This is an optimization exercise on Yosys and OpenROAD, whose aim is small area, a short achievable clock period and few clock cycles per item, not a production implementation. In this exercise RTL edits were held to simulation tests only and were not proved equivalent to the original.

File: flow/flow/run.sh
#!/bin/bash
# The standard layout (standard.sh), with plain buf_1 cells as the port buffers.
export BUFFER_PORTS_ARGS="-buffer_cell sky130_fd_sc_hd__buf_1"
bash standard.sh > standard_run.log 2>&1
File: flow/standard.sh
#!/bin/bash
# synth_recipe.tcl (not shown) runs the flow's synth.tcl, then flattens the netlist and writes it again
# the make line also repeats each setting of config.mk as NAME=value (left out here)
make -C /OpenROAD-flow-scripts/flow DESIGN_CONFIG=/design/flow/config.mk WORK_HOME=/design/flow/orfs CLKGATE_MAP_FILE= SYNTH_SCRIPT=/design/flow/synth_recipe.tcl "${@:-finish}"
File: flow/config.mk
export PLATFORM = sky130hd
export DESIGN_NAME = cnetz_rxdec
export DESIGN_NICKNAME = cnetz_rxdec
export VERILOG_FILES = /design/flow/design.v
export SDC_FILE = /design/flow/constraint.sdc
export NUM_CORES = 4
export LEC_CHECK = 0
export CAP_MARGIN = 20
export CORE_MARGIN = 2
export CORE_UTILIZATION = 40
export SETUP_SLACK_MARGIN = 5
export SLEW_MARGIN = 20
export SYNTH_HIERARCHICAL = 1
export SYNTH_MINIMUM_KEEP_SIZE = 0
File: flow/constraint.sdc
create_clock -name core_clock -period 10.0 [get_ports {clk}]
set_input_delay 2.0000 -clock core_clock [delete_from_list [all_inputs] [get_ports {clk}]]
set_output_delay 2.0000 -clock core_clock [all_outputs]
set_load 0.01 [all_outputs]
File: flow/design.v
module cnetz_bchdec (input wire [14:0] w, output wire [6:0] data, output wire [1:0] code);
    wire n1; cnetz_x2 u1 (.a(w[0]), .b(w[5]), .y(n1));
    wire n2; cnetz_x2 u2 (.a(w[4]), .b(w[14]), .y(n2));
    wire n3; cnetz_x2 u3 (.a(w[3]), .b(w[9]), .y(n3));
    wire n4; cnetz_x2 u4 (.a(w[8]), .b(w[13]), .y(n4));
    wire n5; cnetz_x2 u5 (.a(n1), .b(n3), .y(n5));
    wire n6; cnetz_x2 u6 (.a(w[2]), .b(w[12]), .y(n6));
    wire n7; cnetz_x2 u7 (.a(w[1]), .b(w[11]), .y(n7));
    wire n8; cnetz_x2 u8 (.a(w[7]), .b(w[10]), .y(n8));
    wire n9; cnetz_x2 u9 (.a(n2), .b(n4), .y(n9));
    wire n10; cnetz_x2 u10 (.a(w[6]), .b(w[7]), .y(n10));
    wire n11; cnetz_x2 u11 (.a(n1), .b(n2), .y(n11));
    wire n12; cnetz_x2 u12 (.a(w[2]), .b(w[11]), .y(n12));
    wire n13; cnetz_x2 u13 (.a(w[4]), .b(w[13]), .y(n13));
    wire n14; cnetz_x2 u14 (.a(w[9]), .b(w[10]), .y(n14));
    wire n15; cnetz_x2 u15 (.a(w[9]), .b(w[14]), .y(n15));
    wire n16; cnetz_x2 u16 (.a(w[0]), .b(w[12]), .y(n16));
    wire n17; cnetz_x2 u17 (.a(n7), .b(n15), .y(n17));
    wire n18; cnetz_x2 u18 (.a(n6), .b(n9), .y(n18));
    wire n19; cnetz_x2 u19 (.a(n5), .b(n8), .y(n19));
    wire n20; cnetz_x2 u20 (.a(n6), .b(n10), .y(n20));
    wire n21; cnetz_x2 u21 (.a(n8), .b(n16), .y(n21));
    wire n22; cnetz_x2 u22 (.a(n10), .b(n12), .y(n22));
    wire n23; cnetz_x2 u23 (.a(n18), .b(n19), .y(n23));
    wire n24; cnetz_x2 u24 (.a(n1), .b(n4), .y(n24));
    wire n25; cnetz_x2 u25 (.a(n7), .b(n20), .y(n25));
    wire n26; cnetz_x2 u26 (.a(n6), .b(n13), .y(n26));
    wire n27; cnetz_x2 u27 (.a(n11), .b(n14), .y(n27));
    wire n28; cnetz_x2 u28 (.a(n11), .b(n22), .y(n28));
    wire n29; cnetz_x2 u29 (.a(n5), .b(n26), .y(n29));
    wire n30; cnetz_x2 u30 (.a(n3), .b(n9), .y(n30));
    wire n31; cnetz_x2 u31 (.a(n9), .b(n21), .y(n31));
    wire n32; cnetz_x2 u32 (.a(n17), .b(n24), .y(n32));
    wire [3:0] kc;
    cnetz_cube u_cube (.p({n28, n29, n32, n31}), .k(kc));
    wire n33; cnetz_x2 u33 (.a(n25), .b(kc[1]), .y(n33));
    wire n34; cnetz_x2 u34 (.a(n27), .b(kc[3]), .y(n34));
    wire n35; cnetz_x2 u35 (.a(n30), .b(kc[2]), .y(n35));
    wire n36; cnetz_x2 u36 (.a(n32), .b(n29), .y(n36));
    wire n37; cnetz_x2 u37 (.a(n23), .b(kc[0]), .y(n37));
    wire n38; cnetz_x2 u38 (.a(n33), .b(n35), .y(n38));
    wire n39; cnetz_x2 u39 (.a(n31), .b(n28), .y(n39));
    wire n40; cnetz_x2 u40 (.a(n29), .b(n37), .y(n40));
    wire n41; cnetz_x2 u41 (.a(n32), .b(n28), .y(n41));
    wire n42; cnetz_x2 u42 (.a(n28), .b(n36), .y(n42));
    wire n43; cnetz_x2 u43 (.a(n33), .b(n34), .y(n43));
    wire n44; cnetz_x2 u44 (.a(n34), .b(n42), .y(n44));
    wire n45; cnetz_x2 u45 (.a(n33), .b(n39), .y(n45));
    wire n46; cnetz_x2 u46 (.a(n31), .b(n36), .y(n46));
    wire n47; cnetz_x2 u47 (.a(n36), .b(n37), .y(n47));
    wire n48; cnetz_x2 u48 (.a(n34), .b(n46), .y(n48));
    wire n49; cnetz_x2 u49 (.a(n38), .b(n41), .y(n49));
    wire n50; cnetz_x2 u50 (.a(n34), .b(n38), .y(n50));
    wire n51; cnetz_x2 u51 (.a(n38), .b(n48), .y(n51));
    wire n52; cnetz_x2 u52 (.a(n38), .b(n44), .y(n52));
    wire n53; cnetz_x2 u53 (.a(n40), .b(n45), .y(n53));
    wire n54; cnetz_x2 u54 (.a(n36), .b(n38), .y(n54));
    wire n55; cnetz_x2 u55 (.a(n45), .b(n47), .y(n55));
    wire n56; cnetz_x2 u56 (.a(n31), .b(n40), .y(n56));
    wire n57; cnetz_x2 u57 (.a(n28), .b(n43), .y(n57));
    wire n58; cnetz_or4 u58 (.a(n51), .b(n40), .c(n55), .d(n43), .y(n58));
    cnetz_xn2 u59 (.a(w[8]), .b(n58), .y(data[0]));
    wire n60; cnetz_or4 u60 (.a(n55), .b(n54), .c(n50), .d(n57), .y(n60));
    cnetz_xn2 u61 (.a(w[9]), .b(n60), .y(data[1]));
    wire n62; cnetz_or4 u62 (.a(n57), .b(n40), .c(n52), .d(n44), .y(n62));
    cnetz_xn2 u63 (.a(w[10]), .b(n62), .y(data[2]));
    wire n64; cnetz_or4 u64 (.a(n52), .b(n49), .c(n55), .d(n37), .y(n64));
    cnetz_xn2 u65 (.a(w[11]), .b(n64), .y(data[3]));
    wire n66; cnetz_or4 u66 (.a(n51), .b(n57), .c(n49), .d(n56), .y(n66));
    cnetz_xn2 u67 (.a(w[12]), .b(n66), .y(data[4]));
    wire n68; cnetz_or4 u68 (.a(n53), .b(n43), .c(n54), .d(n52), .y(n68));
    cnetz_xn2 u69 (.a(w[13]), .b(n68), .y(data[5]));
    wire n70; cnetz_or4 u70 (.a(n50), .b(n40), .c(n53), .d(n49), .y(n70));
    cnetz_xn2 u71 (.a(w[14]), .b(n70), .y(data[6]));
    wire n72; cnetz_or4 u72 (.a(n31), .b(n32), .c(n29), .d(n28), .y(n72));
    wire n73; cnetz_or4 u73 (.a(n37), .b(n33), .c(n35), .d(n34), .y(n73));
    wire n74; cnetz_xn2 u74 (.a(n34), .b(n72), .y(n74));
    cnetz_or4 u75 (.a(n37), .b(n33), .c(n35), .d(n74), .y(code[1]));
    wire n76; cnetz_nand2 u76 (.a(n23), .b(kc[1]), .y(n76));
    wire n77; cnetz_nand2 u77 (.a(n25), .b(kc[0]), .y(n77));
    wire n78; cnetz_nand2 u78 (.a(n30), .b(kc[3]), .y(n78));
    wire n79; cnetz_nand2 u79 (.a(n27), .b(kc[2]), .y(n79));
    wire n80; cnetz_x2 u80 (.a(n76), .b(n77), .y(n80));
    wire n81; cnetz_x2 u81 (.a(n78), .b(n79), .y(n81));
    wire n82; cnetz_x2 u82 (.a(n80), .b(n81), .y(n82));
    wire n83; cnetz_mux2i u83 (.a(code[1]), .b(n82), .s(n72), .y(n83));
    cnetz_nand2 u84 (.a(n73), .b(n83), .y(code[0]));
endmodule
module cnetz_cube (input wire [3:0] p, output reg [3:0] k);
    always @* begin
        case (p)
            4'd0: k = 4'd8;
            4'd1: k = 4'd9;
            4'd2: k = 4'd2;
            4'd3: k = 4'd5;
            4'd4: k = 4'd5;
            4'd5: k = 4'd3;
            4'd6: k = 4'd13;
            4'd7: k = 4'd5;
            4'd8: k = 4'd2;
            4'd9: k = 4'd3;
            4'd10: k = 4'd2;
            4'd11: k = 4'd13;
            4'd12: k = 4'd3;
            4'd13: k = 4'd13;
            4'd14: k = 4'd9;
            4'd15: k = 4'd9;
        endcase
    end
endmodule
module cnetz_mux2i (input wire a, input wire b, input wire s, output wire y);
    assign y = ~(s ? b : a);
endmodule
module cnetz_nand2 (input wire a, input wire b, output wire y);
    assign y = ~(a & b);
endmodule
module cnetz_or4 (input wire a, input wire b, input wire c, input wire d, output wire y);
    assign y = a | b | c | d;
endmodule
module cnetz_x2 (input wire a, input wire b, output wire y);
    assign y = a ^ b;
endmodule
module cnetz_xn2 (input wire a, input wire b, output wire y);
    assign y = ~(a ^ b);
endmodule
module cnetz_rxdec (
    input  wire         clk,
    input  wire         rst,           
    input  wire         in_valid,
    output wire         in_ready,
    input  wire [149:0] in_frame,
    output reg          out_valid,
    input  wire         out_ready,
    output reg  [2:0]   out_stat,      
    output wire [63:0]  out_payload,
    output wire [5:0]   out_pad,
    output wire [19:0]  out_eflags,    
    output reg  [4:0]   out_errcnt
);
    localparam [2:0] ST_OK        = 3'd1;
    localparam [2:0] ST_CORRECTED = 3'd2;
    localparam [2:0] ST_UNCORR    = 3'd3;
    localparam [2:0] ST_IDLE      = 3'd4;
    wire [14:0] word [0:9];
    wire [6:0]  data [0:9];
    wire [1:0]  code [0:9];
    genvar g, c;
    generate
        for (g = 0; g < 10; g = g + 1) begin : lane
            for (c = 0; c < 15; c = c + 1) begin : bitmap
                assign word[g][14-c] = in_frame[149 - (10*c + g)];
            end
            cnetz_bchdec u_dec (
                .w    (word[g]),
                .data (data[g]),
                .code (code[g])
            );
        end
    endgenerate
    reg [69:0] info_r;       
    reg [19:0] code_r;       
    assign in_ready = !out_valid || out_ready;
    always @(posedge clk) begin
        if (rst)
            out_valid <= 1'b0;
        else if (in_ready)
            out_valid <= in_valid;
    end
    always @(posedge clk) begin
        if (in_ready) begin
            info_r <= {data[0], data[1], data[2], data[3], data[4],
                       data[5], data[6], data[7], data[8], data[9]};
            code_r <= {code[9], code[8], code[7], code[6], code[5],
                       code[4], code[3], code[2], code[1], code[0]};
        end
    end
    assign out_payload = info_r[69:6];
    assign out_pad     = info_r[5:0];
    assign out_eflags  = code_r;
    reg       any_fail;
    integer k;
    always @* begin
        any_fail   = 1'b0;
        out_errcnt = 5'd0;
        for (k = 0; k < 10; k = k + 1) begin
            any_fail   = any_fail | (&code_r[2*k +: 2]);
            out_errcnt = out_errcnt + {3'd0, code_r[2*k +: 2]};
        end
    end
    wire idle = (&out_payload) || !(|out_payload);
    always @* begin
        if (any_fail)
            out_stat = ST_UNCORR;
        else if (idle)
            out_stat = ST_IDLE;
        else if (!(|code_r))
            out_stat = ST_OK;
        else
            out_stat = ST_CORRECTED;
    end
endmodule
==> flow_metrics.py, run 1 <==
metrics = {
    "timing": {
        "drv_slew": 0,
        "tightest_slew_ns": 0.941,
        "worst_slack_ns": 4.23,
        "skew_ns": 0.00835,
        "timing.hold.ws_ns": 0.886,
        "hold_viol": 0,
        "rsz0062_at_grt": "yes",
        "min_period_ns": 5.77,
        "tns_ns": 0,
        "timing.fmax_ghz": 0.173,
        "setup_violations": 0,
        "finalCritPeriodShare_pct": 57.7,
        "relSlewSlack_pct": 36.7,
    },
    "synthesis": {
        "synth_ff_type": "edfxtp_1",
        "synth-edff-count": 90,
        "yosys-top-cells-area": "xor2_1 45%, edfxtp_1 23%, or4_1 6.5%",
        "seq_area_frac_synth_pct": 23.5,
        "synthMuxAreaShare_pct": 0.862,
        "synth_compound_area_share_pct": 4.75,
        "netlist_instances": 1203,
        "synth_area_sq_um": 11600,
        "synth-simple-area-share_pct": 15.5,
        "syn_area_per_cell_sq_um": 9.65,
        "synth_top_area_cell": "xor2_1",
        "synth_top_area_share_pct": 45.3,
        "synth_adder_area_share_pct": 2.85,
        "synth_cell_types": 33,
        "synth_fp_nets": 1375,
        "ys_ff_latch": 91,
        "synth_top_family_by_area": "XOR/XNOR gates",
        "ys_warn_count": 8,
        "synthXorXnorAreaFrac_pct": 51.5,
        "synthArstFlopShare_pct": 0,
    },
    "clocking": {
        "cts_buffers": 9,
        "numClockSinks": 91,
        "htreeDepth": 3,
        "postCtsHoldBufs": 0,
        "path_clk_slew_ns": 0.07,
        "cts_max_path_buffers": 2,
        "cts_tree": "built",
        "cts-root-buf": "clkbuf_16",
        "clkLatencyLatePin_ns": 0.35,
    },
    "floorplanning": {
        "die_h_um": 174,
        "die_w_um": 174,
        "initial_core_util_pct": 40.6,
        "rows": 62,
        "io_pins": 254,
        "die-area_sq_um": 30400,
        "core_area_sq_um": 28600,
    },
    "grt": {
        "antenna_found_initial": 0,
        "grt_max_degree": 62,
        "gr-total-overflow": 0,
        "grt_pass1_wl_um": 53800,
        "groute.usage.overall_pct": 22.4,
        "first_global_vias": 10269,
    },
    "finish": {
        "fin_nets": 1834,
        "layout-drive-gt1-share_pct": 37.1,
        "fin_cells": 2051,
        "syn_to_final_growth_pct": 57.2,
        "final_common_cell": "xor2_1",
        "fill_cells": 2260,
        "num_antenna_cells": 0,
        "layout_common_cells": "349 x xor2_1, 180 x buf_4, 159 x buf_1",
    },
    "setup_path": {
        "required_ns": 8.00,
        "cp_common_cell": "fa_1",
        "worstPathCellList": "fa_1 > fa_1 > fa_1 > inv_1 > fa_1 > inv_2 > ha_1 > a21o_1 > a21oi_2 > xnor2_2 > buf_2",
        "path_class": "flip-flop to primary output",
        "cp_slowest_stage_delay_ns": 0.53,
        "critPathMaxFanout": 2,
        "crit_arrival_ns": 3.77,
        "endpoint_kind": "primary output",
        "startpoint_type": "flip-flop",
        "slowest_stage": "fa_1",
    },
    "placed_design": {
        "place_inst": 1841,
        "place_hpwl_um": 26800,
        "io_buffers": 253,
        "place.gp.congestion": 0.838,
        "place_ws_ns": 4.14,
    },
    "worst_hold_path": {
        "holdCritPathClass": "flip-flop to flip-flop",
    },
    "outcome": {
        "status": "complete, no violations",
    },
    "route": {
        "drc": 0,
        "ant_nets": 0,
        "dr.pass1.iters": 5,
        "wl_per_cell_um": 17.5,
        "vias": 10291,
        "drtIter0Drc": 389,
        "finalWirelength_um": 35800,
        "vias_per_cell": 5.02,
    },
    "flow_run": {
        "max_cap_violations": 0,
    },
}
-- sequential cells by signal, indices dropped and copies added, names as in the netlist --
name	cells
code_r	20
info_r	70
out_valid	1
-- worst paths after layout --
| kind | start | to | slack (ns) | depth (start not counted) |
|---|---|---|---|---|
| hold / removal | out_valid | out_valid | 0.89 | 2 |
| setup / recovery | code_r[1] | out_errcnt[3] | 4.23 | 11 |
| setup reg to reg | out_valid | info_r[10] | 8.13 | 2 |
| hold reg to reg | out_valid | out_valid | 0.89 | 2 |
-- per-module statistics from Yosys (local to each module, per instance), excerpt --
module | copies in the design | flops+latches | cells | area, sq um
cnetz_rxdec | 1 | 91 | 203 | 3630
cnetz_cube | 10 | 0 | 16 | 98.8
cnetz_mux2i | 10 | 0 | 1 | 10.0
cnetz_x2 | 600 | 0 | 1 | 8.76
cnetz_xn2 | 80 | 0 | 1 | 8.76
cnetz_or4 | 100 | 0 | 1 | 7.51
cnetz_nand2 | 50 | 0 | 1 | 3.75
-- synthesized netlist by cell type (all sizes together) (3+ instances only) --
library cell,count
nor4,25
a22oi,3
xor2,601
a21oi,23
inv,36
nand2,71
xnor2,81
o21ai,20
o311ai,10
edfxtp,90
and4bb,10
ha,4
nand4,22
nor2b,10
a21o,13
or2,10
and2,10
mux2i,10
fa,14
a32o,10
nor2,22
or4,101
-- critical path: cells and delay by family, from the launching register on --
family / cells / cell delay (ns)
adder cells (fa/ha/maj): 5 / 2.28
flip-flops: 1 / 0.46
AO/OA/AOI/OAI: 2 / 0.32
buffers and inverters: 3 / 0.24
XOR/XNOR: 1 / 0.12
-- through the flow --
stage | util, % | area [sq um]
2_1_floorplan | - | 13100
5_1_grt | 63.8 | 18300
4_1_cts | 58.8 | 16800
3_5_place_dp | 50.9 | 14600
3_3_place_gp | 50.9 | 14600
6_report | 63.8 | 18300
-- kinds of logic (layout without fill, tap and decap cells) --
family          after synthesis  in the layout
compound gates               81             81
xor+xnor                    682            683
fa+ha+maj                    18             18
buf+inv                      36            499
flops                        91             91
mux                          10             10
simple gates                285            285
-- metal layers --
metal / up-vias / GRT usage, % / part of all wire [%]
li1: 4897 / - / -
met1: 5082 / 28.5 / 41
met2: 271 / 39.5 / 52
met3: 41 / 3.67 / 5.5
met4: 0 / 5.39 / 1.9
met5: - / 0 / 0
-- final cells by class --
cell class	instances	area [sq um]	share of cell area, %
tap	384	480	2.63
clock buffer	11	233	1.28
sequential	91	2720	14.9
multi-input combinational	1077	11900	65.3
inverter	36	135	0.740
clock inverter	5	77.6	0.425
timing repair buffer	447	2690	14.7
-- timing repair --
item	CTS	global route
resized for setup	150	159
endpoints found under the setup margin	85	78
pin swaps	75	105
buffers inserted	115	78
cloned	0	1
Testbench counts, summed over its fixed seeds: cycles 4,008, items 4,000.
==> inputs of run 2 (changes only) <==
--- a/flow/config.mk
+++ b/flow/config.mk
@@ -8,7 +8,6 @@
 export CAP_MARGIN = 20
 export CORE_MARGIN = 2
 export CORE_UTILIZATION = 40
-export SETUP_SLACK_MARGIN = 5
 export SLEW_MARGIN = 20
 export SYNTH_HIERARCHICAL = 1
 export SYNTH_MINIMUM_KEEP_SIZE = 0
==> run 2 against run 1 <==
  * Non-clock buffer count decreased by 192
  * Final cell count decreased by 9.4%
  * Via count decreased by 7.8%
  * Die area unchanged
  * Sequential cell count unchanged
  * Design area decreased by 27%
==> flow_metrics.py, run 2 <==
metrics = {
    "worst_hold_path": {
        "holdPathStages": 2,
        "holdCritPathClass": "flip-flop to flip-flop",
    },
    "clocking": {
        "post-cts-setup-buffers": 0,
        "post_cts_resized": 0,
        "cts_tree": "built",
        "postCtsHoldBufs": 0,
        "cts_buffers": 9,
        "cts_max_path_buffers": 2,
        "clkLatencyLatePin_ns": 0.35,
        "htreeDepth": 3,
        "path_clk_slew_ns": 0.07,
        "numClockSinks": 91,
        "cts-root-buf": "clkbuf_16",
    },
    "synthesis": {
        "synth.most_common_cell": "xor2_1",
        "synth_compound_area_share_pct": 4.75,
        "synth-edff-count": 90,
        "synthXorXnorAreaFrac_pct": 51.5,
        "ys_ff_latch": 91,
        "synth_top_area_cell": "xor2_1",
        "synth_fp_nets": 1375,
        "synth_top_family_by_area": "XOR/XNOR gates",
        "synth-simple-area-share_pct": 15.5,
        "synth_top_area_share_pct": 45.3,
        "seq_area_frac_synth_pct": 23.5,
        "synth_area_sq_um": 11600,
        "yosys-top-cells-count": "601 x xor2_1, 100 x or4_1, 90 x edfxtp_1",
        "syn_area_per_cell_sq_um": 9.65,
        "synthArstFlopShare_pct": 0,
        "synth_cell_types": 33,
        "synth_ff_type": "edfxtp_1",
        "ys_warn_count": 8,
        "synthMuxAreaShare_pct": 0.862,
        "synth_adder_area_share_pct": 2.85,
        "yosys-top-cells-area": "xor2_1 45%, edfxtp_1 23%, or4_1 6.5%",
        "netlist_instances": 1203,
    },
    "setup_path": {
        "required_ns": 8.00,
        "crit_buf_inv": 5,
        "endpoint_kind": "primary output",
        "crit_arrival_ns": 4.05,
        "path_class": "flip-flop to primary output",
        "critPathMaxFanout": 4,
        "slowest_stage": "fa_1",
        "worstPathCellList": "inv_1 > fa_1 > inv_1 > fa_1 > fa_1 > inv_1 > fa_1 > inv_1 > ha_1 > a21o_1 > a21oi_1 > xnor2_1 > buf_1",
        "reg2regPathDepth": 2,
        "startpoint_type": "flip-flop",
        "cp.depth": 13,
        "cp_slowest_stage_delay_ns": 0.52,
        "crit_family": "adder cells",
    },
    "timing": {
        "skew_ns": 0.00753,
        "worst_slack_ns": 3.95,
        "setup_violations": 0,
        "rsz0062_at_grt": "no",
        "hold_viol": 0,
        "timing.hold.ws_ns": 0.973,
        "timing.fmax_ghz": 0.165,
        "tns_ns": 0,
        "tightest_slew_ns": 1.00,
        "finalCritPeriodShare_pct": 60.5,
        "min_period_ns": 6.05,
        "drv_slew": 0,
        "relSlewSlack_pct": 32.9,
    },
    "finish": {
        "layout_common_cells": "601 x xor2_1, 253 x buf_1, 100 x or4_1",
        "final_common_cell": "xor2_1",
        "fill_cells": 2802,
        "postLayoutCoreUtil_pct": 46.7,
        "final_area_sq_um": 13400,
        "multiInputGateArea_sq_um": 8760,
        "regArea_sq_um": 2720,
        "top_register": "info_r",
        "syn_to_final_growth_pct": 15.1,
        "fin_cells": 1858,
        "num_antenna_cells": 0,
        "top_regs": "info_r (70), code_r (20), out_valid (1)",
        "layout-drive-gt1-share_pct": 3.05,
        "largest_reg_flops": 70,
        "fin_nets": 1641,
    },
    "grt": {
        "grt_max_degree": 49,
        "groute.usage.overall_pct": 19.9,
        "gr-total-overflow": 0,
        "antenna_found_initial": 0,
        "first_global_vias": 9297,
        "grt_pass1_wl_um": 48800,
    },
    "route": {
        "wl_per_cell_um": 16.5,
        "ant_nets": 0,
        "dr.pass1.iters": 6,
        "drc": 0,
        "vias_per_cell": 5.10,
        "vias": 9485,
        "dr_wl_met3_um": 1300,
        "route.layer.met1.wl_um": 14200,
        "drtIter0Drc": 479,
        "highest_layer": "met4",
        "finalWirelength_um": 30700,
        "dr_wl_met2_um": 14700,
    },
    "floorplanning": {
        "io_pins": 254,
        "rows": 62,
        "die-area_sq_um": 30400,
        "core_area_sq_um": 28600,
        "initial_core_util_pct": 40.6,
        "die_w_um": 174,
        "die_h_um": 174,
    },
    "placed_design": {
        "place_ws_ns": 3.64,
        "place_inst": 1842,
        "place.gp.congestion": 0.903,
        "io_buffers": 253,
        "place_area_sq_um": 13100,
        "place_hpwl_um": 25200,
    },
    "outcome": {
        "status": "complete, no violations",
    },
    "flow_run": {
        "max_cap_violations": 0,
    },
}
run 2: cell types whose count changed in the layout (fill, tap and decap cells not counted), sizes merged:
cell | before | now
clkbuf | 67 | 9
clkinv | 2 | 3
inv | 36 | 39
xor2 | 602 | 601
clkinvlp | 1 | 0
buf | 391 | 255
bufinv | 2 | 1
run 2: metal layers:
metal | track usage, % | up-vias
met5 | 0 | -
met4 | 4.97 | 0
met3 | 1.99 | 32
met2 | 33.6 | 251
met1 | 27.3 | 4498
li1 | - | 4704
run 2: final timing paths:
check                                start            end  slack, ns
worst min-delay path             out_valid      out_valid       0.97
worst min register to register   out_valid      out_valid       0.97
worst max-delay path            code_r[11]  out_errcnt[3]       3.95
worst max register to register   out_valid     info_r[34]       8.13
run 2: worst reg2reg max path, delay by kind of cell (launching register included):
family | cells | cell delay [ns]
flip-flops | 1 | 0.33
buffers and inverters | 1 | 0.69
AND/OR/NAND/NOR | 1 | 0.45
run 2: kinds of logic (layout without fill, tap and decap cells):
group	count (synthesis)	after routing
adder cells (fa/ha/maj)	18	18
buffers and inverters	36	307
AND/OR/NAND/NOR	285	285
XOR/XNOR	682	682
AO/OA/AOI/OAI	81	81
flip-flops	91	91
multiplexers	10	10
run 2: Yosys stat by module (local to each module, per instance), excerpt:
module	times used	cell area [sq um]
cnetz_mux2i	10	10.0
cnetz_xn2	80	8.76
cnetz_nand2	50	3.75
cnetz_rxdec	1	3630
cnetz_x2	600	8.76
cnetz_cube	10	98.8
cnetz_or4	100	7.51
run 2: cell type report:
class	count	share of cell area (%)
Multi-Input combinational cell	1076	65.5
Sequential cell	91	20.4
Timing Repair Buffer	255	7.22
Tap cell	384	3.60
Clock buffer	9	1.69
Inverter	36	1.01
Clock inverter	7	0.562

-- separate check: timing with driven ports --
How much do the figures lean on ideal ports? The routed layouts below were timed once more, with nothing changed but the port constraints. Step 1, drivers: a clkbuf_16 drives clk and a buf_2 each remaining input, both assumed. Step 2 moves the port delays by t, midway between the first and last clock arrival at a register: inputs arrive t later, outputs are due t later. That takes back most of the time a late clock gives input paths. a / b / c = no drivers / after step 1 / after step 2; a / b = the first two.
| run | shift t [ns] | setup WS [ns] | hold slack, ns | latest minus earliest clock arrival (ns) | cell pins on the clock port's net |
|---|---|---|---|---|---|
| run 1 | 0.394 | 4.232 / 4.187 / 4.581 | 0.886 / 0.886 / 0.886 | 0.012 / 0.012 | 1 |
| run 2 | 0.390 | 3.952 / 3.909 / 3.616 | 0.973 / 0.973 / 0.973 | 0.011 / 0.010 | 1 |
After both steps setup and hold are still met in every run listed. The setup slack of run 2, which loses most, moves by -0.043 ns with the drivers and by -0.336 ns with both steps.
